What follows belongs to an exercise in optimizing a design on an open flow for small area, a short achievable clock period and few clock cycles; a production flow would make more cautious choices. The RTL was checked by simulation tests, not by an equivalence proof against the original design. Power and IR drop assume default switching activity.

===== config.mk =====
export PLATFORM = sky130hd
export DESIGN_NAME = elliott900
export DESIGN_NICKNAME = elliott900
export VERILOG_FILES = /design/flow/design.v
export SDC_FILE = /design/flow/constraint.sdc
export NUM_CORES = 4
export LEC_CHECK = 0
export CAP_MARGIN = 20
export CORE_MARGIN = 2
export CORE_UTILIZATION = 40
export PLACE_DENSITY = 0.6
export SETUP_SLACK_MARGIN = 3.25
export SLEW_MARGIN = 20

===== constraint.sdc =====
create_clock -name core_clock -period 7.0 [get_ports {clk}]
set_input_delay 1.4000 -clock core_clock [delete_from_list [all_inputs] [get_ports {clk}]]
set_output_delay 1.4000 -clock core_clock [all_outputs]
set_load 0.01 [all_outputs]

===== design.v =====
module elliott900 (
    input  wire        clk,
    input  wire        rst,           
    input  wire [17:0] start_addr,    
    input  wire [31:0] limit,         
    output wire        mem_req,
    output wire        mem_we,
    output wire [13:0] mem_addr,
    output wire [17:0] mem_wdata,
    input  wire        mem_ack,
    input  wire [17:0] mem_rdata,
    output wire        io_req,
    output wire [2:0]  io_dev,
    output wire [7:0]  io_out,
    input  wire        io_ack,
    input  wire [7:0]  io_in,
    input  wire [1:0]  io_status,
    output wire        halted,
    output wire [4:0]  exit_code,
    output wire [2:0]  fatal_cause,
    output wire [13:0] stop_addr,
    output wire [17:0] acc_a,
    output wire [17:0] acc_q
);
    localparam [4:0] S_INIT  = 5'd0,    
                     S_INITB = 5'd1,    
                     S_FE    = 5'd2,    
                     S_RD    = 5'd3,    
                     S_WR    = 5'd4,    
                     S_DW    = 5'd5,    
                     S_SH0   = 5'd6,    
                     S_SH    = 5'd7,    
                     S_MUL   = 5'd8,
                     S_DIV0  = 5'd9,
                     S_DIV   = 5'd10,
                     S_DP1   = 5'd11,   
                     S_DP2   = 5'd12,   
                     S_IOD   = 5'd13,   
                     S_IOW   = 5'd14,   
                     S_RF    = 5'd15,   
                     S_HW    = 5'd16,   
                     S_HX    = 5'd17,   
                     S_FS    = 5'd18,   
                     S_FB    = 5'd19,   
                     S_L6    = 5'd20,   
                     S_L7    = 5'd21,   
                     S_FX    = 5'd22,   
                     S_HALT  = 5'd23,
                     S_DPC   = 5'd24,   
                     S_HF    = 5'd25;   
    localparam [1:0] R_HALT = 2'd0, R_FETCH = 2'd1, R_LEVEL = 2'd2;
    localparam [2:0] C_SCR_OVERFLOW  = 3'd1,
                     C_ADDRESS_RANGE = 3'd2,
                     C_SHIFT_RANGE   = 3'd3,
                     C_UNSUPPORTED   = 3'd4,
                     C_DIVIDE_ZERO   = 3'd5,
                     C_DEVICE_ERROR  = 3'd6;
    function [17:0] io_word;
        input [3:0] i;    
        case (i)
            4'd4:    io_word = 18'o777775;
            4'd5:    io_word = 18'o017764;
            4'd6:    io_word = 18'o117775;
            4'd7:    io_word = 18'o364000;
            4'd8:    io_word = 18'o237772;
            4'd9:    io_word = 18'o217767;
            4'd10:   io_word = 18'o364000;
            4'd11:   io_word = 18'o537764;
            4'd12:   io_word = 18'o240001;
            4'd13:   io_word = 18'o100001;
            4'd14:   io_word = 18'o237766;
            default: io_word = 18'o217761;
        endcase
    endfunction
    function [31:0] kadd;
        input [31:0] x, y;
        input        c0;
        reg   [31:0] g, p, cg, cp;
        integer      i, k;
        begin
            g = x & y;
            p = x ^ y;
            cg = g;
            cp = p;
            cg[0] = g[0] | (p[0] & c0);
            for (k = 1; k < 32; k = k * 2)
                for (i = 31; i >= k; i = i - 1) begin
                    cg[i] = cg[i] | (cp[i] & cg[i-k]);
                    cp[i] = cp[i] & cp[i-k];
                end
            kadd = p ^ {cg[30:0], c0};
        end
    endfunction
    function prot;
        input [13:0] ad;
        input        l4;
        prot = !l4 && ad[13:4] == 10'h1FF && (ad[3] | ad[2]);
    endfunction
    reg [4:0]  st;
    reg        mreq, mwe;
    reg [13:0] maddr;        
    reg [1:0]  mhi;          
    reg [17:0] wdata;        
    reg        ireq;
    reg [2:0]  idev;
    reg [7:0]  iout;
    reg [17:0] A, Q;
    reg [17:0] pc;           
    reg [17:0] B;            
    reg        bdirty;       
    reg [13:0] ls;           
    reg [3:0]  fn;
    reg [5:0]  cnt;
    reg [31:0] rem;          
    reg        level4, first, ffl, iop, alu_p;
    reg        nneg, qhi0, cfix, shl;
    reg [1:0]  ret;
    reg        hp_lim, hp_ds, hp_ov, fhit, oh_s, oh_b;
    reg [4:0]  h_code;
    reg [2:0]  h_cause;
    wire [17:0] R = {iout, idev, h_code, h_cause[2:1]};
    assign mem_req     = mreq;
    assign mem_we      = mwe;
    assign mem_addr    = maddr;
    assign mem_wdata   = wdata;
    assign io_req      = ireq;
    assign io_dev      = idev;
    assign io_out      = iout;
    assign halted      = st == S_HALT;
    assign exit_code   = h_code;
    assign fatal_cause = h_cause;
    assign stop_addr   = ls;
    assign acc_a       = A;
    assign acc_q       = Q;
    wire        hp      = hp_lim | hp_ds | hp_ov;
    reg         in_fe;       
    wire [31:0] pc_k    = kadd({18'd0, pc[13:0]}, 32'd0, in_fe);
    wire [14:0] pc_i    = pc_k[14:0];
    wire [17:0] pc_p    = {pc[17:15], pc[14] | pc_i[14], pc_i[13:0]};
    wire        d_b     = mem_rdata[17];
    wire [3:0]  d_f     = mem_rdata[16:13];
    wire [13:0] d_a     = {pc[13], mem_rdata[12:0]};
    wire [31:0] d_mb    = kadd({18'd0, d_a}, {16'd0, B[15:0]}, 1'b0);
    wire [15:0] d_m     = d_b ? d_mb[15:0] : {2'b00, d_a};
    wire        d_rd    = d_f == 4'd0 || d_f == 4'd1 || d_f == 4'd2 || d_f == 4'd4 ||
                          d_f == 4'd6 || d_f == 4'd10 || d_f == 4'd12 || d_f == 4'd13;
    wire        d_stf   = d_f == 4'd3 || d_f == 4'd5 || d_f == 4'd11;
    wire        d_jmp   = d_f == 4'd7 || d_f == 4'd8 || d_f == 4'd9;
    wire        d_hb    = !d_b && !pc[13] && mem_rdata[12:0] == {10'd0, level4, level4, 1'b1} &&
                          (d_f == 4'd1 || d_f == 4'd2 || d_f == 4'd4 || d_f == 4'd6 || d_f == 4'd10);
    wire        d_prot  = prot(d_a, level4);
    wire        fe_pc   = d_hb || (d_jmp && !d_take) || (d_stf && !d_b && d_prot) ||
                          (d_f == 4'd15 && !d_b && k_outd);
    wire        d_take  = d_f == 4'd8 || (d_f == 4'd7 && A == 18'd0) || (d_f == 4'd9 && A[17]);
    wire        m_hit   = maddr[13:3] == 11'd0 && maddr[2:1] == {level4, level4};
    wire        m_bad   = mhi != 2'b00;
    wire [17:0] v       = oh_s ? pc : oh_b ? B : mem_rdata;    
    wire        at_iod  = st == S_IOD;
    wire [12:0] key     = at_iod ? maddr[12:0] : mem_rdata[12:0];
    wire        k_rd    = key == 13'd2048;
    wire        k_ti    = key == 13'd2052;
    wire        k_pl    = key == 13'd4864;
    wire        k_pu    = key == 13'd6144;
    wire        k_to    = key == 13'd6148;
    wire        k_lt    = key == 13'd7168;
    wire [2:0]  k_dev   = k_ti ? 3'd1 : k_pl ? 3'd2 : k_pu ? 3'd3 : k_to ? 3'd4 : 3'd0;
    wire [7:0]  k_out   = k_pl ? {2'd0, A[5:0]} : k_pu ? A[7:0] : {1'b0, A[6:0]};
    wire        k_outd  = k_pl | k_pu | k_to;
    wire        k_ind   = k_rd | k_ti;
    reg         in_mul, in_div, in_sh, in_dp1, in_dp2;    
    wire        dneg    = wdata[17];
    reg         pre_r, last;               
    wire        pre     = in_div && pre_r;
    wire        msb     = (pre ? R[17] : Q[17]) ^ nneg;
    wire        xsh     = in_div | (in_sh & shl);             
    reg         alu_and, alu_nga, alu_xz, incb;      
    wire        nga     = alu_nga;
    wire        x_zero  = in_dp2 | alu_xz;
    wire        y_q     = in_dp2;
    reg         invy_r, cin_r, yz_r;       
    wire        y_zero  = yz_r;
    wire        invy    = invy_r;
    wire        cin     = in_dp2 ? invy_r ^ cfix : cin_r;
    wire [18:0] xa   = x_zero ? 19'd0 : xsh ? {A, msb} : {A[17], A};
    wire [18:0] xv   = xa ^ {19{nga}};
    wire [18:0] ya   = y_zero ? 19'd0 : y_q ? {qhi0, Q} : {wdata[17], wdata};
    wire [18:0] yv   = ya ^ {19{invy}};
    wire [31:0] sum_k = kadd({13'd0, xv}, {13'd0, yv}, cin);
    wire [18:0] sum  = sum_k[18:0];
    wire        ge   = !sum[18];
    wire [12:0] pl      = maddr[12:0];
    wire        sh_left = pl[12:11] == 2'b00;
    wire        sh_rght = pl[12:11] == 2'b11;
    wire [5:0]  pl_neg  = 6'd0 - pl[5:0];
    wire [5:0]  sh_k    = sh_left ? ((pl > 13'd36) ? 6'd36 : pl[5:0])
                                  : ((pl < 13'd8156) ? 6'd36 : pl_neg);
    wire        sh_big  = cnt >= 6'd18;                  
    wire [5:0]  sh_nx   = sh_big ? cnt - 6'd18 : cnt - 6'd1;
    function sh_end;      
        input [5:0] c;
        sh_end = c == 6'd1 || c == 6'd18;
    endfunction
    reg [4:0]  st_n;
    reg        req_n, we_n;
    reg        ma_dm, ma_pc, ma_c;        
    reg [13:0] ma_k;
    reg        w_dec, w_pc, w_v, w_b, w_init;
    reg        pc_ld_p, pc_ld_m, pc_ld_w;
    reg        b_ld_v, b_ld_w, b_ld_s;
    reg        a_sum, a_sumh, a_xa, a_and, a_io, a_q, a_sgn, a_zero;
    reg        q_v, q_sts, q_a, q_mul, q_div, q_dp2, q_zero;
    reg        dec, alu_n, io_go, io_clr, io_go_out, set_bd, clr_bd, set_ffl, set_l4;
    reg        c_k, c_18, c_36, c_d1, c_d18, mul_go, div_go, sh_go, dp1_go, dpc_go, cfix_clr;
    reg        h_set;
    reg [4:0]  h_code_n;
    reg [2:0]  h_cause_n;
    reg [1:0]  ret_n;
    reg        ret_ld, w_inc;
    task do_fetch;
        begin req_n = 1'b1; we_n = 1'b0; ma_pc = 1'b1; st_n = S_FE; end
    endtask
    task do_flush;        
        input [1:0] r;
        begin
            req_n = 1'b1; we_n = 1'b1; ma_c = 1'b1; ma_k = {11'd0, level4, level4, 1'b0};
            w_pc = 1'b1; ret_ld = 1'b1; ret_n = r; st_n = S_FS;
        end
    endtask
    task do_fatal;
        input [2:0] c;
        begin h_set = 1'b1; h_code_n = 5'd1; h_cause_n = c; end
    endtask
    task do_iohalt;
        begin
            io_clr = 1'b1; h_set = 1'b1;
            case (io_status)
                2'd1:    h_code_n = (idev == 3'd0) ? 5'd2 : 5'd4;
                2'd2:    h_code_n = 5'd16;
                default: begin h_code_n = 5'd1; h_cause_n = C_DEVICE_ERROR; end
            endcase
        end
    endtask
    task do_after_flush;
        begin
            we_n = 1'b0;
            case (ret)
                R_HALT:  begin req_n = 1'b0; st_n = S_HALT; end
                R_FETCH: begin set_ffl = 1'b1; ma_pc = 1'b1; st_n = S_FE; end
                default: begin ma_c = 1'b1; ma_k = 14'd6; st_n = S_L6; end
            endcase
        end
    endtask
    task do_io;           
        begin
            if (k_outd) begin
                io_go = 1'b1; io_go_out = 1'b1;
                do_fetch;
            end else if (k_ind) begin
                io_go = 1'b1;
                req_n = 1'b0;
                st_n  = S_IOW;
            end else if (k_lt) begin
                if (level4) do_fetch;
                else        do_flush(R_LEVEL);
            end else begin
                do_fatal(C_UNSUPPORTED);
                do_flush(R_HALT);
            end
        end
    endtask
    always @(*) begin
        st_n = st; req_n = mreq; we_n = mwe;
        ma_dm = 1'b0; ma_pc = 1'b0; ma_c = 1'b0; ma_k = 14'd0;
        w_dec = 1'b0; w_pc = 1'b0; w_v = 1'b0; w_b = 1'b0; w_init = 1'b0;
        w_inc = 1'b0;
        pc_ld_p = 1'b0; pc_ld_m = 1'b0; pc_ld_w = 1'b0;
        b_ld_v = 1'b0; b_ld_w = 1'b0; b_ld_s = 1'b0;
        a_sum = 1'b0; a_sumh = 1'b0; a_xa = 1'b0; a_and = 1'b0; a_io = 1'b0;
        a_q = 1'b0; a_sgn = 1'b0; a_zero = 1'b0;
        q_v = 1'b0; q_sts = 1'b0; q_a = 1'b0; q_mul = 1'b0; q_div = 1'b0; q_dp2 = 1'b0; q_zero = 1'b0;
        dec = 1'b0; alu_n = 1'b0; io_go = 1'b0; io_clr = 1'b0; io_go_out = 1'b0;
        set_bd = 1'b0; clr_bd = 1'b0; set_ffl = 1'b0; set_l4 = 1'b0;
        c_k = 1'b0; c_18 = 1'b0; c_36 = 1'b0; c_d1 = 1'b0; c_d18 = 1'b0;
        mul_go = 1'b0; div_go = 1'b0; sh_go = 1'b0; dp1_go = 1'b0; dpc_go = 1'b0; cfix_clr = 1'b0;
        h_set = 1'b0; h_code_n = h_code; h_cause_n = h_cause;
        ret_ld = 1'b0; ret_n = ret;
        if (alu_p) begin
            if (alu_and)   a_and = 1'b1;
            else if (incb) begin b_ld_s = 1'b1; set_bd = 1'b1; end
            else           a_sum = 1'b1;
        end
        case (st)
            S_INIT: if (mem_ack) begin
                c_d1 = 1'b1;
                if (cnt[3:0] == 4'd4) begin
                    we_n = 1'b0; ma_c = 1'b1; ma_k = 14'd1; st_n = S_INITB;
                end else begin
                    ma_c = 1'b1; ma_k = {10'h1FF, cnt[3:0] - 4'd1}; w_init = 1'b1;
                end
            end
            S_INITB: if (mem_ack) begin
                b_ld_v = 1'b1;
                do_fetch;
            end
            S_FE: begin
                if (mem_ack) begin
                    w_dec = 1'b1;
                    if (fe_pc) ma_pc = 1'b1; else ma_dm = 1'b1;
                    if (iop && io_ack && io_status != 2'd0) begin
                        do_iohalt;
                        req_n = 1'b0; st_n = S_HX;
                    end else if (iop && !io_ack) begin
                        req_n = 1'b0; st_n = S_RF;
                    end else if (hp) begin
                        io_clr = 1'b1; h_set = 1'b1;
                        if (hp_lim)     h_code_n = 5'd8;
                        else if (hp_ds) h_code_n = 5'd0;
                        else begin      h_code_n = 5'd1; h_cause_n = C_SCR_OVERFLOW; end
                        req_n = 1'b0; st_n = S_HX;
                    end else if (fhit && !ffl) begin
                        io_clr = 1'b1;
                        req_n = 1'b0; st_n = S_HF;
                    end else begin
                        dec = 1'b1; io_clr = 1'b1; pc_ld_p = 1'b1;
                        if (d_f == 4'd11) q_sts = 1'b1;
                        if (d_hb) begin
                            alu_n = 1'b1;                     
                        end else if (d_rd) begin
                            st_n = S_RD;
                        end else if (d_stf) begin
                            if (d_b) begin
                                req_n = 1'b0; st_n = S_DW;
                            end else if (!d_prot) begin
                                we_n = 1'b1; st_n = S_WR;
                            end
                        end else if (d_jmp) begin
                            if (d_take) begin
                                pc_ld_p = 1'b0; pc_ld_m = 1'b1;
                            end
                        end else if (d_f == 4'd14) begin
                            req_n = 1'b0; st_n = S_SH0;
                        end else if (!d_b && k_outd) begin
                            io_go = 1'b1; io_go_out = 1'b1;
                        end else if (!d_b && k_ind) begin
                            io_go = 1'b1;
                            req_n = 1'b0; st_n = S_IOW;
                        end else begin                        
                            req_n = 1'b0; st_n = S_IOD;
                        end
                    end
                end else if (iop && io_ack) begin
                    if (io_status != 2'd0) begin
                        do_iohalt;
                        st_n = S_HW;
                    end else begin
                        io_clr = 1'b1;
                    end
                end
            end
            S_RF: if (io_ack) begin
                if (io_status != 2'd0) begin
                    do_iohalt;
                    do_flush(R_HALT);
                end else begin
                    io_clr = 1'b1;
                    do_fetch;
                end
            end
            S_HW: if (mem_ack) do_flush(R_HALT);
            S_HX: do_flush(R_HALT);
            S_HF: do_flush(R_FETCH);
            S_FX: do_fetch;
            S_RD: if (mem_ack) begin
                if (m_bad) begin
                    do_fatal(C_ADDRESS_RANGE);
                    do_flush(R_HALT);
                end else begin
                    case (fn)
                        4'd0: begin
                            q_v = 1'b1; b_ld_v = 1'b1; set_bd = 1'b1;
                            do_fetch;
                        end
                        4'd10: begin
                            if (prot(maddr, level4)) begin
                                do_fetch;
                            end else begin
                                we_n = 1'b1; w_v = 1'b1; w_inc = 1'b1; st_n = S_WR;
                            end
                        end
                        4'd12: begin
                            w_v = 1'b1; q_a = 1'b1; a_zero = 1'b1; c_18 = 1'b1; mul_go = 1'b1;
                            req_n = 1'b0; st_n = S_MUL;
                        end
                        4'd13: begin
                            w_v = 1'b1; req_n = 1'b0; st_n = S_DIV0;
                        end
                        default: begin       
                            w_v = 1'b1; alu_n = 1'b1;
                            do_fetch;
                        end
                    endcase
                end
            end
            S_WR: if (mem_ack) begin
                if (oh_s) begin
                    pc_ld_w = 1'b1; req_n = 1'b0; st_n = S_FX;
                end else begin
                    if (oh_b) b_ld_w = 1'b1;
                    do_fetch;
                end
            end
            S_DW: begin
                if (m_bad) begin
                    do_fatal(C_ADDRESS_RANGE);
                    do_flush(R_HALT);
                end else if (prot(maddr, level4)) begin
                    do_fetch;
                end else begin
                    req_n = 1'b1; we_n = 1'b1; st_n = S_WR;
                end
            end
            S_IOD: do_io;
            S_IOW: if (io_ack) begin
                if (io_status != 2'd0) begin
                    do_iohalt;
                    do_flush(R_HALT);
                end else begin
                    io_clr = 1'b1; a_io = 1'b1;
                    do_fetch;
                end
            end
            S_SH0: begin
                if (!sh_left && !sh_rght) begin
                    do_fatal(C_SHIFT_RANGE);
                    do_flush(R_HALT);
                end else begin
                    sh_go = 1'b1; c_k = 1'b1;
                    if (sh_k == 6'd0) do_fetch;
                    else begin
                        if (sh_end(sh_k)) begin req_n = 1'b1; we_n = 1'b0; ma_pc = 1'b1; end
                        st_n = S_SH;
                    end
                end
            end
            S_SH: begin
                if (sh_big) begin
                    c_d18 = 1'b1;
                    if (shl) begin a_q = 1'b1; q_zero = 1'b1; end
                    else     begin a_sgn = 1'b1; q_a = 1'b1; end
                end else begin
                    c_d1 = 1'b1;
                    if (shl) begin a_xa = 1'b1; q_div = 1'b1; end
                    else     begin a_sumh = 1'b1; q_mul = 1'b1; end
                end
                if (sh_end(sh_nx)) begin req_n = 1'b1; we_n = 1'b0; ma_pc = 1'b1; end
                if (sh_end(cnt)) st_n = S_FE;
            end
            S_MUL: begin
                c_d1 = 1'b1;
                if (last) begin a_sum = 1'b1; st_n = S_FE; end
                else      begin a_sumh = 1'b1; q_mul = 1'b1; end
                if (cnt == 6'd2) begin req_n = 1'b1; we_n = 1'b0; ma_pc = 1'b1; end
            end
            S_DIV0: begin
                if (wdata == 18'd0) begin
                    do_fatal(C_DIVIDE_ZERO);
                    do_flush(R_HALT);
                end else begin
                    div_go = 1'b1; a_zero = 1'b1;
                    if (A == {18{A[17]}}) c_18 = 1'b1; else c_36 = 1'b1;
                    st_n = S_DIV;
                end
            end
            S_DIV: begin
                c_d1 = 1'b1; cfix_clr = 1'b1; a_sum = 1'b1;
                if (!pre) q_div = 1'b1;
                if (last) begin
                    if (nneg) st_n = S_DP1;
                    else begin req_n = 1'b1; we_n = 1'b0; ma_pc = 1'b1; st_n = S_DP2; end
                end
            end
            S_DP1: begin
                dp1_go = 1'b1; a_sum = 1'b1; st_n = S_DPC;
            end
            S_DPC: begin
                dpc_go = 1'b1;
                req_n = 1'b1; we_n = 1'b0; ma_pc = 1'b1; st_n = S_DP2;
            end
            S_DP2: begin
                a_sumh = 1'b1; q_dp2 = 1'b1; st_n = S_FE;
            end
            S_FS: if (mem_ack) begin
                if (bdirty) begin
                    clr_bd = 1'b1; ma_c = 1'b1; ma_k = {11'd0, level4, level4, 1'b1};
                    w_b = 1'b1; st_n = S_FB;
                end else begin
                    do_after_flush;
                end
            end
            S_FB: if (mem_ack) do_after_flush;
            S_L6: if (mem_ack) begin
                w_v = 1'b1; ma_c = 1'b1; ma_k = 14'd7; st_n = S_L7;
            end
            S_L7: if (mem_ack) begin
                b_ld_v = 1'b1; pc_ld_w = 1'b1; set_l4 = 1'b1;
                req_n = 1'b0; st_n = S_FX;
            end
            default: ;    
        endcase
    end
    wire [31:0] v_k   = kadd({14'd0, v}, 32'd0, w_inc);
    wire [17:0] v_inc = v_k[17:0];
    wire [13:0] ma_nx = ({14{ma_dm}} & d_m[13:0]) | ({14{ma_pc}} & pc_p[13:0]) |
                        ({14{ma_c}} & ma_k);
    wire [17:0] d_sval = (d_f == 4'd5) ? A : (d_f == 4'd3) ? {1'b0, Q[17:1]} :
                         (d_f == 4'd11) ? {5'd0, pc_p[12:0]} : B;
    wire [17:0] w_nx  = ({18{w_dec}} & d_sval) |
                        ({18{w_pc}} & {5'd0, pc_p[12:0]}) |
                        ({18{w_pc}} & {pc_p[17:13], 13'd0}) |
                        ({18{w_v}} & v_inc) | ({18{w_b}} & B) |
                        ({18{w_init}} & io_word(cnt[3:0] - 4'd1));
    wire [17:0] pc_nx = ({18{pc_ld_p}} & pc_p) | ({18{pc_ld_m}} & {2'd0, d_m}) |
                        ({18{pc_ld_w}} & wdata);
    wire [17:0] b_nx  = ({18{b_ld_v}} & v) | ({18{b_ld_w}} & wdata) | ({18{b_ld_s}} & sum[17:0]);
    wire [17:0] a_nx  = ({18{a_sum}} & sum[17:0]) |
                        ({18{a_sumh}} & {sum[18:2], sum[1] | in_dp2}) |
                        ({18{a_xa}} & xa[17:0]) | ({18{a_and}} & (A & wdata)) |
                        ({18{a_io}} & ({A[10:0], 7'd0} | {10'd0, io_in})) |
                        ({18{a_q}} & Q) | ({18{a_sgn}} & {18{A[17]}});
    wire [17:0] q_nx  = ({18{q_v}} & v) | ({18{q_sts}} & {3'd0, pc_p[14:13], 13'd0}) |
                        ({18{q_a}} & A) | ({18{q_mul}} & {sum[0], Q[17:1]}) |
                        ({18{q_div}} & {Q[16:0], ge & in_div}) |
                        ({18{q_dp2}} & {sum[18:2], 1'b0});
    wire [5:0]  c_nx  = ({6{c_k}} & sh_k) | ({6{c_18}} & 6'd18) | ({6{c_36}} & 6'd36) |
                        ({6{c_d1}} & (cnt - 6'd1)) | ({6{c_d18}} & (cnt - 6'd18));
    wire [7:0]  rem_gz;
    wire [8:0]  rem_bi;
    wire [31:0] rem_d;
    assign rem_bi[0] = 1'b1;
    genvar gj, gk;
    generate
        for (gj = 0; gj < 8; gj = gj + 1) begin : g_rem
            assign rem_gz[gj]   = rem[4*gj+3:4*gj] == 4'd0;
            assign rem_bi[gj+1] = rem_bi[gj] & rem_gz[gj];
            for (gk = 0; gk < 4; gk = gk + 1) begin : g_bit
                if (gk == 0) begin : g_b0
                    assign rem_d[4*gj] = rem[4*gj] ^ rem_bi[gj];
                end else begin : g_bn
                    assign rem_d[4*gj+gk] = rem[4*gj+gk] ^ (rem_bi[gj] & (rem[4*gj+gk-1:4*gj] == {gk{1'b0}}));
                end
            end
        end
    endgenerate
    wire [3:0]  alu_fn = (st == S_FE) ? d_f : fn;
    wire a_ld = a_sum | a_sumh | a_xa | a_and | a_io | a_q | a_sgn | a_zero;
    wire q_ld = q_v | q_sts | q_a | q_mul | q_div | q_dp2 | q_zero;
    always @(posedge clk) begin
        hp_lim <= (|limit) && rem == 32'd0;
        hp_ds  <= !first && pc == {4'd0, ls};
        hp_ov  <= pc[17:14] != 4'd0;
        fhit   <= pc[13:3] == 11'd0 && pc[2:1] == {level4, level4};
        oh_s   <= (st == S_RD || st == S_WR) && m_hit && !maddr[0];
        oh_b   <= (st == S_RD || st == S_WR) && m_hit && maddr[0];
        if (rst) begin
            st      <= S_INIT;
            in_fe   <= 1'b0;
            in_mul  <= 1'b0;
            in_div  <= 1'b0;
            in_sh   <= 1'b0;
            in_dp1  <= 1'b0;
            in_dp2  <= 1'b0;
            mreq    <= 1'b1;
            mwe     <= 1'b1;
            maddr   <= 14'd8191;
            wdata   <= io_word(4'd15);
            cnt     <= 6'd15;
            ireq    <= 1'b0;
            iop     <= 1'b0;
            alu_p   <= 1'b0;
            alu_and <= 1'b0;
            alu_nga <= 1'b0;
            alu_xz  <= 1'b0;
            incb    <= 1'b0;
            level4  <= 1'b0;
            first   <= 1'b1;
            bdirty  <= 1'b0;
            ffl     <= 1'b0;
            A       <= 18'd0;
            Q       <= 18'd0;
            pc      <= start_addr;
            rem     <= limit;
            h_code  <= 5'd0;
            h_cause <= 3'd0;
        end else begin
            st     <= st_n;
            in_fe  <= st_n == S_FE || st_n == S_HF;
            in_mul <= st_n == S_MUL;
            in_div <= st_n == S_DIV;
            in_sh  <= st_n == S_SH;
            in_dp1 <= st_n == S_DP1;
            in_dp2 <= st_n == S_DP2;
            mreq  <= req_n;
            mwe   <= we_n;
            if (st_n == S_MUL) begin
                invy_r <= in_mul && cnt == 6'd2 && Q[1];
                cin_r  <= in_mul && cnt == 6'd2 && Q[1];
                yz_r   <= in_mul ? !Q[1] : !A[0];
            end else if (st_n == S_DIV || st_n == S_DP1) begin
                invy_r <= in_div ? !sum[17] ^ dneg : !dneg;
                cin_r  <= in_div ? !sum[17] ^ dneg : !dneg;
                yz_r   <= st_n == S_DP1 && sum[17];
            end else if (st_n == S_DP2) begin
                invy_r <= nneg ^ dneg;
                cin_r  <= 1'b0;
                yz_r   <= 1'b0;
            end else begin
                invy_r <= 1'b0;
                cin_r  <= alu_n && (alu_fn == 4'd2 || alu_fn == 4'd10);
                yz_r   <= st_n == S_SH;
            end
            alu_p   <= alu_n;
            alu_and <= alu_n && alu_fn == 4'd6;
            alu_nga <= alu_n && alu_fn == 4'd2;
            alu_xz  <= alu_n && (alu_fn == 4'd4 || alu_fn == 4'd10);
            incb    <= alu_n && alu_fn == 4'd10;
            if (ma_dm | ma_pc | ma_c)             maddr <= ma_nx;
            if (w_dec | w_pc | w_v | w_b | w_init) wdata <= w_nx;
            if (pc_ld_p | pc_ld_m | pc_ld_w)      pc    <= pc_nx;
            if (b_ld_v | b_ld_w | b_ld_s)         B     <= b_nx;
            if (a_ld)                             A     <= a_nx;
            if (q_ld)                             Q     <= q_nx;
            if (c_k | c_18 | c_36 | c_d1 | c_d18) begin
                cnt   <= c_nx;
                pre_r <= c_nx > 6'd18;
                last  <= c_nx == 6'd1;
            end
            if (dec) begin
                ls    <= pc[13:0];
                first <= 1'b0;
                ffl   <= 1'b0;
                rem   <= rem_d;
                fn    <= d_f;
                mhi   <= d_m[15:14];
            end
            if (set_ffl) ffl <= 1'b1;
            if (set_bd)  bdirty <= 1'b1;
            if (clr_bd)  bdirty <= 1'b0;
            if (set_l4)  level4 <= 1'b1;
            if (io_clr)  begin ireq <= 1'b0; iop <= 1'b0; end
            if (io_go)   begin ireq <= 1'b1; iop <= io_go_out; idev <= k_dev; iout <= k_out; end
            if (h_set)   begin h_code <= h_code_n; h_cause <= h_cause_n; end
            if (ret_ld)  ret <= ret_n;
            if (sh_go)   begin shl <= sh_left; nneg <= 1'b0; end
            if (div_go)  begin
                nneg <= A[17]; qhi0 <= 1'b0;
                {iout, idev, h_code, h_cause[2:1]} <= A;
            end
            if (in_div && pre) begin
                {iout, idev, h_code, h_cause[2:1]} <= {R[16:0], 1'b0};
                if (cnt == 6'd19) qhi0 <= ge;
            end
            if (cfix_clr) cfix <= 1'b0;
            if (dp1_go)   cfix <= sum[18];
            if (dpc_go)   cfix <= cfix & (&A);
        end
    end
endmodule

===== flow/run.sh =====
#!/bin/bash
# The standard layout, with the port buffers that buffer_ports inserts made
# plain buffers (buf_2) instead of the delay cell it picks by default.
set -euo pipefail
export BUFFER_PORTS_ARGS="-buffer_cell sky130_fd_sc_hd__buf_2"
bash standard.sh > standard.log 2>&1

===== standard.sh =====
#!/bin/bash
# synth_recipe.tcl (not shown) runs the flow's synth.tcl, then flattens the netlist and writes it again
# the make line also repeats each setting of config.mk as NAME=value (left out here)
make -C /OpenROAD-flow-scripts/flow DESIGN_CONFIG=/design/flow/config.mk WORK_HOME=/design/flow/orfs CLKGATE_MAP_FILE= SYNTH_SCRIPT=/design/flow/synth_recipe.tcl "${@:-finish}"

==> impl_metrics.csv, run 1 <==
group,metric,value,unit
setup_path,r2r_start,"pre_r",
die,start_util,40.5,%
setup_path,rr_worst_depth,18,
synth,synth_ff_type,"dfxtp_1",
worst_hold_path,hold_depth,1,
sta,setup_viol,0,
die,num_rows,80,
sta,tns,0,ps
setup_path,cp-start-kind,"flop",
clock_tree,clockBufferDepth,3,
setup_path,worst_ep_arrival_time,4530,ps
sta,finalClockSkew,11.1,ps
global_routing,grt_pass1_wl,139000,um
clock_tree,cts_buffers,28,
placement,io_buffer_count,186,
detailed_routing,vias_per_cell,6.80,
detailed_routing,dr.pass1.iters,6,
synth,postSynthCellCount,2496,
sta,drv_slew,0,
power_and_ir_drop,power.density,159,mW/mm2
setup_path,worstSetupPathType,"flop to flop",
synth,yosysMostFrequentCell,"nand2_1",
sta,hold_slack,471,ps
clock_tree,clk_latency,580,ps
global_routing,grt_pass1_vias,20600,
worst_hold_path,min_path_type,"flop to flop",
cells_and_area,layout.area.seq,0.00554,mm2
placement,hpwlAfterDp,71400,um
synth,syn_avg_cell_area,7.75,um2
setup_path,end_kind,"flop",
synth,synth_seq_cells,221,
power_and_ir_drop,vdd_drop_max,0.197,mV
setup_path,cp_max_fo,3,
die,die_area,0.0501,mm2
sta,rsz0062_at_grt,"true",
global_routing,grt.total_usage,36.9,%
clock_tree,clk_pin_slew,70,ps
clock_tree,cts.sinks,221,
synth,synth_edf_count,110,
synth,synthTopCellsByArea,"edfxtp_1 (17%), dfxtp_1 (11%), nand2_1 (5.6%)",
worst_hold_path,hold_path_startpoint,"rem[31]",
cells_and_area,n_fill_cell,4662,
cells_and_area,layout.cells.non_filler,3287,
detailed_routing,vias,22400,
placement,gp_congestion,1.02,
detailed_routing,routedWlPerCell,29.6,um
placement,dp_cells,3166,
global_routing,grt_start_max_net_pins,72,
synth,synth_area_leader_cell,"edfxtp_1",
sta,post-route-period-util,60.0,%
global_routing,antenna_found_initial,5,
detailed_routing,antenna_left,0,
detailed_routing,drt_first_iter_violations,3053,
power_and_ir_drop,leakage,0.00880,uW
synth,synthTopCellsByCount,"nand2_1 (287), nor2_1 (243), a21oi_1 (173)",
setup_path,crit_path_start,"pre_r",
synth,yosysWarnings,1,
clock_tree,clock-root-buffer,"clkbuf_16",
synth,ys_async_sr_fraction,0,%
synth,synth_top_area_share,17.1,%
synth,syn_nets,2646,
cells_and_area,drive_gt1_share,19.9,%
synth,synth_seq_area_share,28.6,%
sta,min_period,4200,ps
clock_tree,cts_tree,"yes",
sta,worst_pin_slew,1130,ps
die,boundaryPins,187,
run_status,outcome,"finished clean",
clock_tree,h-tree-depth,1,
sta,fin_ws,2800,ps
setup_path,required,7330,ps
die,core,0.0477,mm2
sta,relSlewSlack,22.8,%
die,die_h,224,um
synth,ys_types,94,
detailed_routing,wirelength,97200,um
placement,dp_slack,1920,ps
die,die_w,224,um
cells_and_area,final_nets,2796,
cells_and_area,multiInputGateArea,0.0136,mm2
sta,fmax,238,MHz
global_routing,globalRouteOverflowTotal,0,
detailed_routing,drc,0,
flow_run,drv_cap,0,
cells_and_area,area.growth.synth_to_final,19.4,%
sta,final-hold-violation-count,0,
synth,netlist_area,0.0193,mm2
==> flip-flops by register name, summed over array words and instances (netlist names), 5 cells and up <==
| register | count |
|---|---|
| A | 18 |
| B | 18 |
| Q | 18 |
| cnt | 6 |
| h_code | 5 |
| iout | 8 |
| ls | 14 |
| maddr | 14 |
| pc | 18 |
| rem | 32 |
| st | 5 |
| wdata | 18 |
==> metrics by stage <==
stage	total power (uW)	util, %	area [um2]
detailed placement	2070	43.8	20900
floorplan	1840	-	19500
finish	3680	48.4	23100
CTS	3650	47.2	22500
global route	3780	48.4	23100
global placement	2070	43.8	20900
==> area by class of cell <==
type / count / area share [%]
tap: 615 / 3.33
inverter: 68 / 1.12
multi-input combinational: 2017 / 59.0
sequential: 221 / 24.0
clock buffer: 29 / 3.05
timing repair buffer: 310 / 8.32
clock inverter: 23 / 1.18
antenna: 4 / 0.0433
==> worst max-delay path, stage by stage, from the launching register on <==
cell and delay, ps:
edfxtp_1 390, and2_4 180, mux2i_2 150, xnor2_1 240
nand2_1 100, a21oi_2 230, xnor2_2 120, fa_2 450
fa_2 370, nor2b_2 150, o2111ai_2 140, a41oi_2 320
o31ai_4 120, a21oi_2 220, a21o_1 180, a311oi_2 90
buf_4 180, buf_6 120, a32o_1 190
==> power by group <==
group / total (uW) / switching (uW) / internal [uW]
Clock: 1570 / 646 / 922
Combinational: 615 / 388 / 227
Sequential: 1500 / 96.7 / 1400
Total: 3680 / 1130 / 2550
==> final timing paths <==
path	end	slack, ps
hold reg to reg	hp_lim	470
setup / recovery	cfix	2800
hold / removal	hp_lim	470
setup reg to reg	cfix	2800
==> per-layer routing <==
layer	track usage, %	part of all wire, %	vias up
li1	-	-	9719
met1	46.5	38	10800
met2	58.8	45	1481
met3	6.70	9.7	337
met4	22.7	6.8	4
met5	0	0.059	-
==> placed cells by master (no fill, tap or decap), types with 22 or more instances in the layout <==
cell	instances
buf_2	184
a21oi_1	157
clkbuf_16	28
xor2_1	61
mux2i_1	56
nor2b_1	31
nand4_1	24
ha_1	63
nand2_1	282
o21a_1	22
a22oi_1	38
buf_4	116
edfxtp_1	110
inv_1	64
a31oi_1	49
xnor2_1	65
dfxtp_1	103
nor2_1	234
nand2b_1	28
o22ai_1	24
nor3_1	63
o21ai_0	151
o211ai_1	25
a32oi_1	25
nor4_1	35
nand3_1	70
a221oi_1	52
==> repair_timing <==
action | in CTS | in global routing
setup buffers | 37 | 26
endpoints found under the hold margin | 0 | 0
endpoints found under the setup margin | 128 | 139
pin swaps | 29 | 27
gates cloned | 0 | 2
gates resized for setup | 78 | 74
hold buffers | 0 | 0
==> cells by family after synthesis <==
group	after synthesis	synth area share (%)
adders and majority gates	68	4.52
xor gates and xnor gates	136	6.16
muxes	69	3.64
and+or+nand+nor	944	24.0
AOI/OAI and AO/OA	798	27.9
DFF	221	28.6
buffers and inverters	260	5.19
Testbench counts, summed over its fixed seeds: cycles 108,188.
==> run 2: changes to the inputs <==
--- a/design.v
+++ b/design.v
@@ -27,7 +27,7 @@
                      S_FE    = 5'd2,    
                      S_RD    = 5'd3,    
                      S_WR    = 5'd4,    
-                     S_DW    = 5'd5,    
+                     S_NU5   = 5'd5,    
                      S_SH0   = 5'd6,    
                      S_SH    = 5'd7,    
                      S_MUL   = 5'd8,
@@ -91,6 +91,25 @@
             kadd = p ^ {cg[30:0], c0};
         end
     endfunction
+    function [18:0] kadd19;
+        input [18:0] x, y;
+        input        c0;
+        reg   [18:0] g, p, cg, cp, c;
+        integer      i, k;
+        begin
+            g = x & y;
+            p = x ^ y;
+            cg = g;
+            cp = p;
+            for (k = 1; k < 19; k = k * 2)
+                for (i = 18; i >= k; i = i - 1) begin
+                    cg[i] = cg[i] | (cp[i] & cg[i-k]);
+                    cp[i] = cp[i] & cp[i-k];
+                end
+            c = {cg[17:0] | (cp[17:0] & {18{c0}}), c0};
+            kadd19 = p ^ c;
+        end
+    endfunction
     function prot;
         input [13:0] ad;
         input        l4;
@@ -185,8 +204,7 @@
     wire [18:0] xv   = xa ^ {19{nga}};
     wire [18:0] ya   = y_zero ? 19'd0 : y_q ? {qhi0, Q} : {wdata[17], wdata};
     wire [18:0] yv   = ya ^ {19{invy}};
-    wire [31:0] sum_k = kadd({13'd0, xv}, {13'd0, yv}, cin);
-    wire [18:0] sum  = sum_k[18:0];
+    wire [18:0] sum  = kadd19(xv, yv, cin);
     wire        ge   = !sum[18];
     wire [12:0] pl      = maddr[12:0];
     wire        sh_left = pl[12:11] == 2'b00;
@@ -216,6 +234,12 @@
     reg [2:0]  h_cause_n;
     reg [1:0]  ret_n;
     reg        ret_ld, w_inc;
+    reg        bst;                   
+    wire       bst_bad  = bst && d_mb[15:14] != 2'b00;
+    wire       bst_prot = bst && prot(d_mb[13:0], level4);
+    wire [4:0] st_f     = bst_bad ? S_HX : bst_prot ? S_FX : st_n;
+    wire       req_f    = req_n && !bst_bad && !bst_prot;
+    wire       we_f     = we_n && !bst_bad && !bst_prot;
     task do_fetch;
         begin req_n = 1'b1; we_n = 1'b0; ma_pc = 1'b1; st_n = S_FE; end
     endtask
@@ -284,6 +308,7 @@
         mul_go = 1'b0; div_go = 1'b0; sh_go = 1'b0; dp1_go = 1'b0; dpc_go = 1'b0; cfix_clr = 1'b0;
         h_set = 1'b0; h_code_n = h_code; h_cause_n = h_cause;
         ret_ld = 1'b0; ret_n = ret;
+        bst = 1'b0;
         if (alu_p) begin
             if (alu_and)   a_and = 1'b1;
             else if (incb) begin b_ld_s = 1'b1; set_bd = 1'b1; end
@@ -328,9 +353,8 @@
                         end else if (d_rd) begin
                             st_n = S_RD;
                         end else if (d_stf) begin
-                            if (d_b) begin
-                                req_n = 1'b0; st_n = S_DW;
-                            end else if (!d_prot) begin
+                            if (d_b) bst = 1'b1;
+                            if (d_b || !d_prot) begin
                                 we_n = 1'b1; st_n = S_WR;
                             end
                         end else if (d_jmp) begin
@@ -409,16 +433,6 @@
                     do_fetch;
                 end
             end
-            S_DW: begin
-                if (m_bad) begin
-                    do_fatal(C_ADDRESS_RANGE);
-                    do_flush(R_HALT);
-                end else if (prot(maddr, level4)) begin
-                    do_fetch;
-                end else begin
-                    req_n = 1'b1; we_n = 1'b1; st_n = S_WR;
-                end
-            end
             S_IOD: do_io;
             S_IOW: if (io_ack) begin
                 if (io_status != 2'd0) begin
@@ -592,15 +606,15 @@
             h_code  <= 5'd0;
             h_cause <= 3'd0;
         end else begin
-            st     <= st_n;
+            st     <= st_f;
             in_fe  <= st_n == S_FE || st_n == S_HF;
             in_mul <= st_n == S_MUL;
             in_div <= st_n == S_DIV;
             in_sh  <= st_n == S_SH;
             in_dp1 <= st_n == S_DP1;
             in_dp2 <= st_n == S_DP2;
-            mreq  <= req_n;
-            mwe   <= we_n;
+            mreq  <= req_f;
+            mwe   <= we_f;
             if (st_n == S_MUL) begin
                 invy_r <= in_mul && cnt == 6'd2 && Q[1];
                 cin_r  <= in_mul && cnt == 6'd2 && Q[1];
@@ -649,6 +663,7 @@
             if (io_clr)  begin ireq <= 1'b0; iop <= 1'b0; end
             if (io_go)   begin ireq <= 1'b1; iop <= io_go_out; idev <= k_dev; iout <= k_out; end
             if (h_set)   begin h_code <= h_code_n; h_cause <= h_cause_n; end
+            if (bst_bad) begin h_code <= 5'd1; h_cause <= C_ADDRESS_RANGE; end
             if (ret_ld)  ret <= ret_n;
             if (sh_go)   begin shl <= sh_left; nneg <= 1'b0; end
             if (div_go)  begin
--- a/config.mk
+++ b/config.mk
@@ -7,7 +7,7 @@
 export LEC_CHECK = 0
 export CAP_MARGIN = 20
 export CORE_MARGIN = 2
-export CORE_UTILIZATION = 40
-export PLACE_DENSITY = 0.6
-export SETUP_SLACK_MARGIN = 3.25
+export CORE_UTILIZATION = 45
+export PLACE_DENSITY = 0.65
+export SETUP_SLACK_MARGIN = 3.0
 export SLEW_MARGIN = 20
==> impl_metrics.csv, run 2 <==
group,metric,value,unit
run_status,outcome,"finished clean",
cells_and_area,layout.area.seq,0.00554,mm2
placement,gp_congestion,1.06,
synth,netlist_area,0.0197,mm2
cells_and_area,final_nets,2765,
sta,fmax,239,MHz
synth,synth_seq_cells,221,
synth,synth-compound-area-share,28.5,%
clock_tree,cts_tree,"yes",
setup_path,path_cells,"a21oi_2 -> buf_6 -> nand2_1 -> o21ai_2 -> nand2_1 -> xnor2_2 -> ha_4 -> and3b_1 -> o21ai_4 -> nand3_2 -> a21oi_4 -> o211ai_1 -> buf_4 -> a21o_4 -> a311o_1 -> a222oi_1 -> inv_1",
global_routing,grt_pass1_wl,138000,um
die,start_util,45.7,%
clock_tree,clock-root-buffer,"clkbuf_16",
setup_path,cp-start-kind,"flop",
synth,synthTopCellsByCount,"nand2_1 (264), nor2_1 (255), a21oi_1 (183)",
worst_hold_path,min_path_type,"flop to flop",
synth,synth_ff_type,"dfxtp_1",
setup_path,worst_ep_arrival_time,4500,ps
sta,rsz0062_at_grt,"true",
clock_tree,holdBufCountCts,0,
cells_and_area,multiInputGateArea,0.0136,mm2
synth,synthXorXnorAreaFrac,6.13,%
sta,drv_slew,0,
sta,worst_pin_slew,1120,ps
sta,final-hold-violation-count,0,
synth,synth_edf_count,110,
sta,finalClockSkew,17.4,ps
detailed_routing,vias,22500,
die,die_area,0.0455,mm2
synth,synth_mux_area_share,3.66,%
synth,synthTopCellsByArea,"edfxtp_1 (17%), dfxtp_1 (11%), nand2_1 (5.0%)",
setup_path,cpPeakStageDelay,550,ps
sta,tns,0,ps
cells_and_area,layout.cells.non_filler,3226,
setup_path,cp_max_fo,6,
synth,ys_async_sr_fraction,0,%
sta,min_period,4180,ps
power_and_ir_drop,leakage,0.00852,uW
sta,post-route-period-util,59.7,%
setup_path,critPathSlowestCell,"edfxtp_1",
synth,synth_area_leader_cell,"edfxtp_1",
worst_hold_path,hold_depth,2,
synth,synthAdderAreaFrac,4.38,%
global_routing,globalRouteOverflowTotal,0,
cells_and_area,largest-register,"rem",
setup_path,worstSetupPathType,"flop to flop",
placement,io_buffer_count,186,
sta,setup_viol,0,
setup_path,crit_buf_inv,3,
synth,synth_seq_area_share,28.0,%
cells_and_area,n_fill_cell,4244,
synth,syn_nets,2660,
setup_path,rr_worst_depth,17,
detailed_routing,antenna_left,0,
cells_and_area,drive_gt1_share,16.9,%
setup_path,required,7320,ps
synth,synth_top_area_share,16.7,%
clock_tree,clk_pin_slew,70,ps
setup_path,crit_top_cell,"nand2_1",
die,die_w,213,um
cells_and_area,largest_reg_flops,32,
die,core,0.0432,mm2
setup_path,end_kind,"flop",
clock_tree,cts_buffers,27,
cells_and_area,area.growth.synth_to_final,15.1,%
synth,synth_top_family_by_area,"compound AO/OA/AOI/OAI gates",
die,num_rows,76,
detailed_routing,routedWlPerCell,29.9,um
clock_tree,h-tree-depth,1,
detailed_routing,wirelength,96300,um
clock_tree,clk_latency,580,ps
power_and_ir_drop,totalPowerFinal,3640,uW
synth,yosysWarnings,1,
setup_path,cp.depth,17,
power_and_ir_drop,power.density,160,mW/mm2
detailed_routing,vias_per_cell,6.98,
placement,hpwlAfterDp,71400,um
die,die_h,213,um
synth,synthSimpleGateAreaFrac,24.1,%
setup_path,crit_family,"compound AO/OA/AOI/OAI gates",
flow_run,drv_cap,0,
die,boundaryPins,187,
cells_and_area,layout_common_cells,"nand2_1 (264), nor2_1 (251), buf_2 (185), a21oi_1 (172), o21ai_0 (130)",
synth,yosysMostFrequentCell,"nand2_1",
detailed_routing,dr.pass1.iters,7,
cells_and_area,final_common_cell,"nand2_1",
global_routing,grt_start_max_net_pins,67,
detailed_routing,drc,0,
placement,dp_cells,3137,
synth,postSynthCellCount,2511,
global_routing,grt_pass1_vias,20700,
clock_tree,cts.sinks,221,
global_routing,grt.total_usage,40.9,%
power_and_ir_drop,vdd_drop_max,0.167,mV
global_routing,antenna_found_initial,5,
detailed_routing,drt_first_iter_violations,3163,
synth,syn_avg_cell_area,7.86,um2
sta,hold_slack,459,ps
synth,ys_types,106,
clock_tree,clockBufferDepth,3,
sta,relSlewSlack,24.2,%
-- run 2: changes by cell type after synthesis, moves of 17 or more --
cell,previous run,this run
o211ai_1,25,44
o21ai_0,156,135
nand4_1,24,41
nand2_1,287,264
xor2_1,63,81
-- run 2: worst paths after layout --
path	startpoint	end	slack [ps]
setup / recovery	shl	B[15]	2820
hold / removal	ffl	ffl	460
setup reg to reg	shl	B[15]	2820
hold reg to reg	ffl	ffl	460
-- run 2: cell type report --
type	instances	area share [%]
Clock buffer	35	3.20
Clock inverter	15	0.964
Multi-Input combinational cell	2028	59.8
Tap cell	585	3.22
Sequential cell	221	24.4
Antenna cell	4	0.0441
Timing Repair Buffer	271	7.25
Inverter	67	1.12
-- run 2: cell families (layout without fill, tap and decap cells) --
| kind of cell | count (synthesis) | count (layout) |
|---|---|---|
| simple gates | 941 | 941 |
| compound gates | 809 | 810 |
| buf+inv | 263 | 388 |
| flops | 221 | 221 |
| xor+xnor | 138 | 138 |
| mux | 71 | 71 |
| fa+ha+maj | 68 | 68 |
| other cells | 0 | 4 |
-- run 2: what timing repair did --
action / CTS / global route
buffers inserted: 11 / 22
gates cloned: 1 / 1
gates resized for setup: 35 / 51
endpoints found under the setup margin: 128 / 99
pin swaps: 5 / 14
-- run 2: worst min-delay path: stages, from the launching register on --
cell and delay [ps]:
dfxtp_1 310, nand2_1 50, a21oi_1 50
-- run 2: through the flow --
stage / worst slack, ps / area, um2 / utilization, %
floorplan: 3000 / 19800 / -
global placement: 2090 / 21000 / 48.7
detailed placement: 1980 / 21000 / 48.7
CTS: 3010 / 22200 / 51.5
global route: 2720 / 22700 / 52.6
finish: 2820 / 22700 / 52.6
-- run 2: metal layers --
| metal | share of wire, % | track usage [%] |
|---|---|---|
| met1 | 40 | 54.4 |
| met2 | 43 | 61.8 |
| met3 | 12 | 10.2 |
| met4 | 5.9 | 20.7 |
| met5 | 0.0093 | 0 |
-- run 2: where the power goes --
part           internal, uW  total, uW  switching, uW
Sequential             1400       1490           94.3
Clock                   918       1550            636
Combinational           202        591            389
Total                  2520       3640           1120
Testbench counts of run 2, summed over its fixed seeds: cycles 106,646.
==> run 3: changes to the inputs <==
--- a/design.v
+++ b/design.v
@@ -36,7 +36,7 @@
                      S_DP1   = 5'd11,   
                      S_DP2   = 5'd12,   
                      S_IOD   = 5'd13,   
-                     S_IOW   = 5'd14,   
+                     S_NU14  = 5'd14,   
                      S_RF    = 5'd15,   
                      S_HW    = 5'd16,   
                      S_HX    = 5'd17,   
@@ -47,7 +47,8 @@
                      S_FX    = 5'd22,   
                      S_HALT  = 5'd23,
                      S_DPC   = 5'd24,   
-                     S_HF    = 5'd25;   
+                     S_HF    = 5'd25,
+                     S_IOF   = 5'd26;   
     localparam [1:0] R_HALT = 2'd0, R_FETCH = 2'd1, R_LEVEL = 2'd2;
     localparam [2:0] C_SCR_OVERFLOW  = 3'd1,
                      C_ADDRESS_RANGE = 3'd2,
@@ -132,6 +133,7 @@
     reg [5:0]  cnt;
     reg [31:0] rem;          
     reg        level4, first, ffl, iop, alu_p;
+    reg        iopi;         
     reg        nneg, qhi0, cfix, shl;
     reg [1:0]  ret;
     reg        hp_lim, hp_ds, hp_ov, fhit, oh_s, oh_b;
@@ -227,7 +229,7 @@
     reg        b_ld_v, b_ld_w, b_ld_s;
     reg        a_sum, a_sumh, a_xa, a_and, a_io, a_q, a_sgn, a_zero;
     reg        q_v, q_sts, q_a, q_mul, q_div, q_dp2, q_zero;
-    reg        dec, alu_n, io_go, io_clr, io_go_out, set_bd, clr_bd, set_ffl, set_l4;
+    reg        dec, alu_n, io_go, io_clr, io_go_out, io_go_in, set_bd, clr_bd, set_ffl, set_l4;
     reg        c_k, c_18, c_36, c_d1, c_d18, mul_go, div_go, sh_go, dp1_go, dpc_go, cfix_clr;
     reg        h_set;
     reg [4:0]  h_code_n;
@@ -280,9 +282,9 @@
                 io_go = 1'b1; io_go_out = 1'b1;
                 do_fetch;
             end else if (k_ind) begin
-                io_go = 1'b1;
+                io_go = 1'b1; io_go_in = 1'b1;
                 req_n = 1'b0;
-                st_n  = S_IOW;
+                st_n  = S_IOF;
             end else if (k_lt) begin
                 if (level4) do_fetch;
                 else        do_flush(R_LEVEL);
@@ -302,7 +304,7 @@
         a_sum = 1'b0; a_sumh = 1'b0; a_xa = 1'b0; a_and = 1'b0; a_io = 1'b0;
         a_q = 1'b0; a_sgn = 1'b0; a_zero = 1'b0;
         q_v = 1'b0; q_sts = 1'b0; q_a = 1'b0; q_mul = 1'b0; q_div = 1'b0; q_dp2 = 1'b0; q_zero = 1'b0;
-        dec = 1'b0; alu_n = 1'b0; io_go = 1'b0; io_clr = 1'b0; io_go_out = 1'b0;
+        dec = 1'b0; alu_n = 1'b0; io_go = 1'b0; io_clr = 1'b0; io_go_out = 1'b0; io_go_in = 1'b0;
         set_bd = 1'b0; clr_bd = 1'b0; set_ffl = 1'b0; set_l4 = 1'b0;
         c_k = 1'b0; c_18 = 1'b0; c_36 = 1'b0; c_d1 = 1'b0; c_d18 = 1'b0;
         mul_go = 1'b0; div_go = 1'b0; sh_go = 1'b0; dp1_go = 1'b0; dpc_go = 1'b0; cfix_clr = 1'b0;
@@ -331,11 +333,14 @@
                 if (mem_ack) begin
                     w_dec = 1'b1;
                     if (fe_pc) ma_pc = 1'b1; else ma_dm = 1'b1;
-                    if (iop && io_ack && io_status != 2'd0) begin
+                    if ((iop || iopi) && io_ack && io_status != 2'd0) begin
                         do_iohalt;
                         req_n = 1'b0; st_n = S_HX;
-                    end else if (iop && !io_ack) begin
+                    end else if ((iop || iopi) && !io_ack) begin
                         req_n = 1'b0; st_n = S_RF;
+                    end else if (iopi) begin
+                        io_clr = 1'b1; a_io = 1'b1;
+                        req_n = 1'b0; st_n = S_FX;
                     end else if (hp) begin
                         io_clr = 1'b1; h_set = 1'b1;
                         if (hp_lim)     h_code_n = 5'd8;
@@ -366,18 +371,19 @@
                         end else if (!d_b && k_outd) begin
                             io_go = 1'b1; io_go_out = 1'b1;
                         end else if (!d_b && k_ind) begin
-                            io_go = 1'b1;
-                            req_n = 1'b0; st_n = S_IOW;
+                            io_go = 1'b1; io_go_in = 1'b1;
+                            req_n = 1'b0; st_n = S_IOF;
                         end else begin                        
                             req_n = 1'b0; st_n = S_IOD;
                         end
                     end
-                end else if (iop && io_ack) begin
+                end else if ((iop || iopi) && io_ack) begin
                     if (io_status != 2'd0) begin
                         do_iohalt;
                         st_n = S_HW;
                     end else begin
                         io_clr = 1'b1;
+                        if (iopi) a_io = 1'b1;
                     end
                 end
             end
@@ -387,9 +393,11 @@
                     do_flush(R_HALT);
                 end else begin
                     io_clr = 1'b1;
+                    if (iopi) a_io = 1'b1;
                     do_fetch;
                 end
             end
+            S_IOF: do_fetch;      
             S_HW: if (mem_ack) do_flush(R_HALT);
             S_HX: do_flush(R_HALT);
             S_HF: do_flush(R_FETCH);
@@ -434,15 +442,6 @@
                 end
             end
             S_IOD: do_io;
-            S_IOW: if (io_ack) begin
-                if (io_status != 2'd0) begin
-                    do_iohalt;
-                    do_flush(R_HALT);
-                end else begin
-                    io_clr = 1'b1; a_io = 1'b1;
-                    do_fetch;
-                end
-            end
             S_SH0: begin
                 if (!sh_left && !sh_rght) begin
                     do_fatal(C_SHIFT_RANGE);
@@ -590,6 +589,7 @@
             cnt     <= 6'd15;
             ireq    <= 1'b0;
             iop     <= 1'b0;
+            iopi    <= 1'b0;
             alu_p   <= 1'b0;
             alu_and <= 1'b0;
             alu_nga <= 1'b0;
@@ -660,8 +660,10 @@
             if (set_bd)  bdirty <= 1'b1;
             if (clr_bd)  bdirty <= 1'b0;
             if (set_l4)  level4 <= 1'b1;
-            if (io_clr)  begin ireq <= 1'b0; iop <= 1'b0; end
-            if (io_go)   begin ireq <= 1'b1; iop <= io_go_out; idev <= k_dev; iout <= k_out; end
+            if (io_clr)  begin ireq <= 1'b0; iop <= 1'b0; iopi <= 1'b0; end
+            if (io_go)   begin
+                ireq <= 1'b1; iop <= io_go_out; iopi <= io_go_in; idev <= k_dev; iout <= k_out;
+            end
             if (h_set)   begin h_code <= h_code_n; h_cause <= h_cause_n; end
             if (bst_bad) begin h_code <= 5'd1; h_cause <= C_ADDRESS_RANGE; end
             if (ret_ld)  ret <= ret_n;
--- a/config.mk
+++ b/config.mk
@@ -7,7 +7,7 @@
 export LEC_CHECK = 0
 export CAP_MARGIN = 20
 export CORE_MARGIN = 2
-export CORE_UTILIZATION = 45
+export CORE_UTILIZATION = 50
 export PLACE_DENSITY = 0.65
-export SETUP_SLACK_MARGIN = 3.0
+export SETUP_SLACK_MARGIN = 3.25
 export SLEW_MARGIN = 20
==> impl_metrics.csv, run 3 <==
group,metric,value,unit
cells_and_area,area.growth.synth_to_final,16.9,%
synth,syn_nets,2686,
setup_path,r2r_start,"pre_r",
setup_path,path_cells,"and2_4 -> mux2i_1 -> xor2_1 -> o21ai_1 -> nand2_1 -> xnor2_2 -> ha_1 -> nand3b_1 -> o211ai_1 -> a221o_1 -> a221oi_4 -> o211ai_1 -> a21o_1 -> and2_4 -> a2111oi_4 -> a211o_1",
sta,setup_viol,0,
cells_and_area,drive_gt1_share,18.1,%
sta,final-hold-violation-count,0,
die,core,0.0386,mm2
clock_tree,cts_buffers,28,
synth,synth_seq_cells,222,
cells_and_area,largest-register,"rem",
clock_tree,cts_tree,"yes",
run_status,outcome,"finished clean",
global_routing,antenna_found_initial,3,
cells_and_area,final_nets,2811,
setup_path,rr_worst_depth,16,
sta,fmax,241,MHz
power_and_ir_drop,power.density,159,mW/mm2
sta,relSlewSlack,19.5,%
setup_path,cp-start-kind,"flop",
power_and_ir_drop,vdd_drop_max,0.224,mV
global_routing,grt_pass1_vias,21300,
placement,hpwlAfterDp,70500,um
detailed_routing,antenna_left,0,
sta,worst_pin_slew,1200,ps
detailed_routing,vias_per_cell,7.25,
setup_path,cp_max_fo,6,
clock_tree,clk_latency,610,ps
clock_tree,holdBufCountCts,0,
synth,synth_edf_count,110,
detailed_routing,dr.pass1.iters,8,
sta,min_period,4140,ps
sta,finalClockSkew,19.5,ps
synth,synth_area_leader_cell,"edfxtp_1",
detailed_routing,drt_first_iter_violations,3563,
setup_path,required,7470,ps
sta,drv_slew,0,
die,boundaryPins,187,
setup_path,critPathSlowestCell,"edfxtp_1",
synth,ys_async_sr_fraction,0,%
setup_path,crit_end,"cin_r",
synth,synthTopCellsByCount,"nand2_1 (295), nor2_1 (253), a21oi_1 (176)",
die,die_area,0.0407,mm2
power_and_ir_drop,leakage,0.00872,uW
setup_path,worstSetupPathType,"flop to flop",
placement,io_buffer_count,186,
die,num_rows,72,
synth,synth_seq_area_share,28.4,%
setup_path,crit_path_start,"pre_r",
worst_hold_path,min_path_type,"flop to flop",
flow_run,drv_cap,0,
synth,synth_ff_type,"dfxtp_1",
synth,netlist_area,0.0195,mm2
clock_tree,clock-root-buffer,"clkbuf_16",
cells_and_area,largest_reg_flops,32,
synth,synth_top_area_share,16.9,%
setup_path,cpPeakStageDelay,500,ps
synth,postSynthCellCount,2537,
placement,gp_congestion,1.06,
cells_and_area,layout_common_cells,"nand2_1 (292), nor2_1 (245), buf_2 (182), a21oi_1 (162), o21ai_0 (132)",
cells_and_area,final_common_cell,"nand2_1",
global_routing,grt.total_usage,45.6,%
global_routing,globalRouteOverflowTotal,0,
die,die_w,202,um
clock_tree,clk_pin_slew,70,ps
die,start_util,50.5,%
setup_path,timing.rr.end,"cin_r",
setup_path,r2r_setup_slack,2860,ps
placement,placed_cell_area,0.0209,mm2
die,die_h,202,um
worst_hold_path,hold_path_startpoint,"rem[31]",
global_routing,grt_start_max_net_pins,147,
detailed_routing,drc,0,
clock_tree,clockBufferDepth,3,
clock_tree,cts.sinks,222,
setup_path,worst_ep_arrival_time,4610,ps
synth,syn_avg_cell_area,7.70,um2
cells_and_area,final_area,0.0228,mm2
detailed_routing,wirelength,97200,um
cells_and_area,n_fill_cell,3559,
synth,yosysMostFrequentCell,"nand2_1",
synth,ys_types,97,
synth,yosysWarnings,1,
detailed_routing,vias,23200,
synth,synthTopCellsByArea,"edfxtp_1 (17%), dfxtp_1 (11%), nand2_1 (5.7%)",
power_and_ir_drop,totalPowerFinal,3620,uW
global_routing,grt_pass1_wl,140000,um
sta,post-route-period-util,59.2,%
setup_path,end_kind,"flop",
clock_tree,h-tree-depth,1,
sta,tns,0,ps
detailed_routing,routedWlPerCell,30.4,um
sta,rsz0062_at_grt,"true",
-- run 3: changes by cell type after synthesis, moves of 8 or more --
cell | before | now
a21o_1 | 26 | 18
a221oi_1 | 47 | 55
a32oi_1 | 21 | 12
mux2i_1 | 62 | 52
nand2_1 | 264 | 295
nand4_1 | 41 | 33
nor3_1 | 55 | 73
nor4_1 | 41 | 52
o31ai_1 | 7 | 19
xnor2_1 | 57 | 67
-- run 3: worst max-delay path, delay by kind of cell (launching register included) --
kind / cells / cell delay, ps
and+or+nand+nor: 4 / 690
xor gates and xnor gates: 2 / 330
AOI/OAI and AO/OA: 8 / 2010
DFF: 1 / 500
muxes: 1 / 130
adders and majority gates: 1 / 320
-- run 3: final cells by class --
type | instances | area (um2) | share of cell area, %
multi-input combinational | 2052 | 13600 | 59.5
clock buffer | 31 | 722 | 3.16
sequential | 222 | 5570 | 24.4
antenna | 2 | 5.00 | 0.0219
clock inverter | 21 | 223 | 0.976
timing repair buffer | 283 | 1790 | 7.82
tap | 518 | 648 | 2.84
inverter | 75 | 285 | 1.25
-- run 3: cell families after synthesis --
family | synth area share (%)
adders and majority gates | 4.37
AOI/OAI and AO/OA | 26.9
muxes | 3.97
DFF | 28.4
xor gates and xnor gates | 6.32
buffers and inverters | 5.35
and+or+nand+nor | 24.7
-- run 3: per-layer routing --
metal	global-route usage, %	share of wire, %	up-vias	wire length [um]
met2	69.2	42	1983	41000
li1	-	-	9817	-
met3	12.3	14	513	13400
met1	58.0	36	10900	35300
met5	0	0.012	-	12
met4	27.2	7.7	2	7470
-- run 3: how the worst min path moves through the flow --
stage | to | slack (ps) | depth (start not counted)
floorplan | ls[10] | 420 | 0
global placement | hp_lim | 450 | 1
detailed placement | ffl | 480 | 2
CTS | hp_lim | 490 | 1
global route | hp_lim | 500 | 1
finish | hp_lim | 480 | 1
-- run 3: power by group --
part / internal, uW / total, uW / switching, uW
logic: 204 / 582 / 378
clock network: 864 / 1540 / 672
registers: 1410 / 1500 / 95.0
total: 2470 / 3620 / 1150
-- run 3: what timing repair did --
item,CTS,global route
gates cloned,0,3
setup buffers,14,27
resized for setup,56,91
endpoints found under the setup margin,132,108
pin swaps,20,29
-- run 3: metrics by stage --
stage,setup slack [ps],util [%],hold slack [ps],instances
floorplan,3250,-,421,2537
global placement,2030,54.0,450,3106
detailed placement,2070,54.0,484,3106
CTS,3090,57.4,494,3172
global route,2700,59.1,497,3202
finish,2860,59.1,483,3204
Testbench counts of run 3, summed over its fixed seeds: cycles 105,734.

-- re-timing with driven ports --
The results above use ideal ports. As a check the final layouts listed here were re-extracted and re-timed, cells and wires unchanged. Step 1, drivers: a clkbuf_16 drives clk and a buf_2 each remaining input, both assumed. Step 2 moves the port delays by t, midway between the first and last clock arrival at a register: inputs arrive t later, outputs are due t later. That takes back most of the time a late clock gives input paths. Three values: ideal, step 1, step 2; two values: the first two.
| run | t, ns | slack for setup (ns) | worst hold slack (ns) |
|---|---|---|---|
| run 1 | 0.637 | 2.800 / 2.800 / 2.411 | 0.471 / 0.471 / 0.471 |
| run 2 | 0.635 | 2.823 / 2.823 / 2.438 | 0.459 / 0.459 / 0.459 |
| run 3 | 0.659 | 2.857 / 2.857 / 2.409 | 0.483 / 0.483 / 0.483 |
After both steps every run listed still meets setup and hold. For run 3, which loses most, drivers alone change the setup slack by 0.000 ns; drivers and shift together by -0.448 ns.
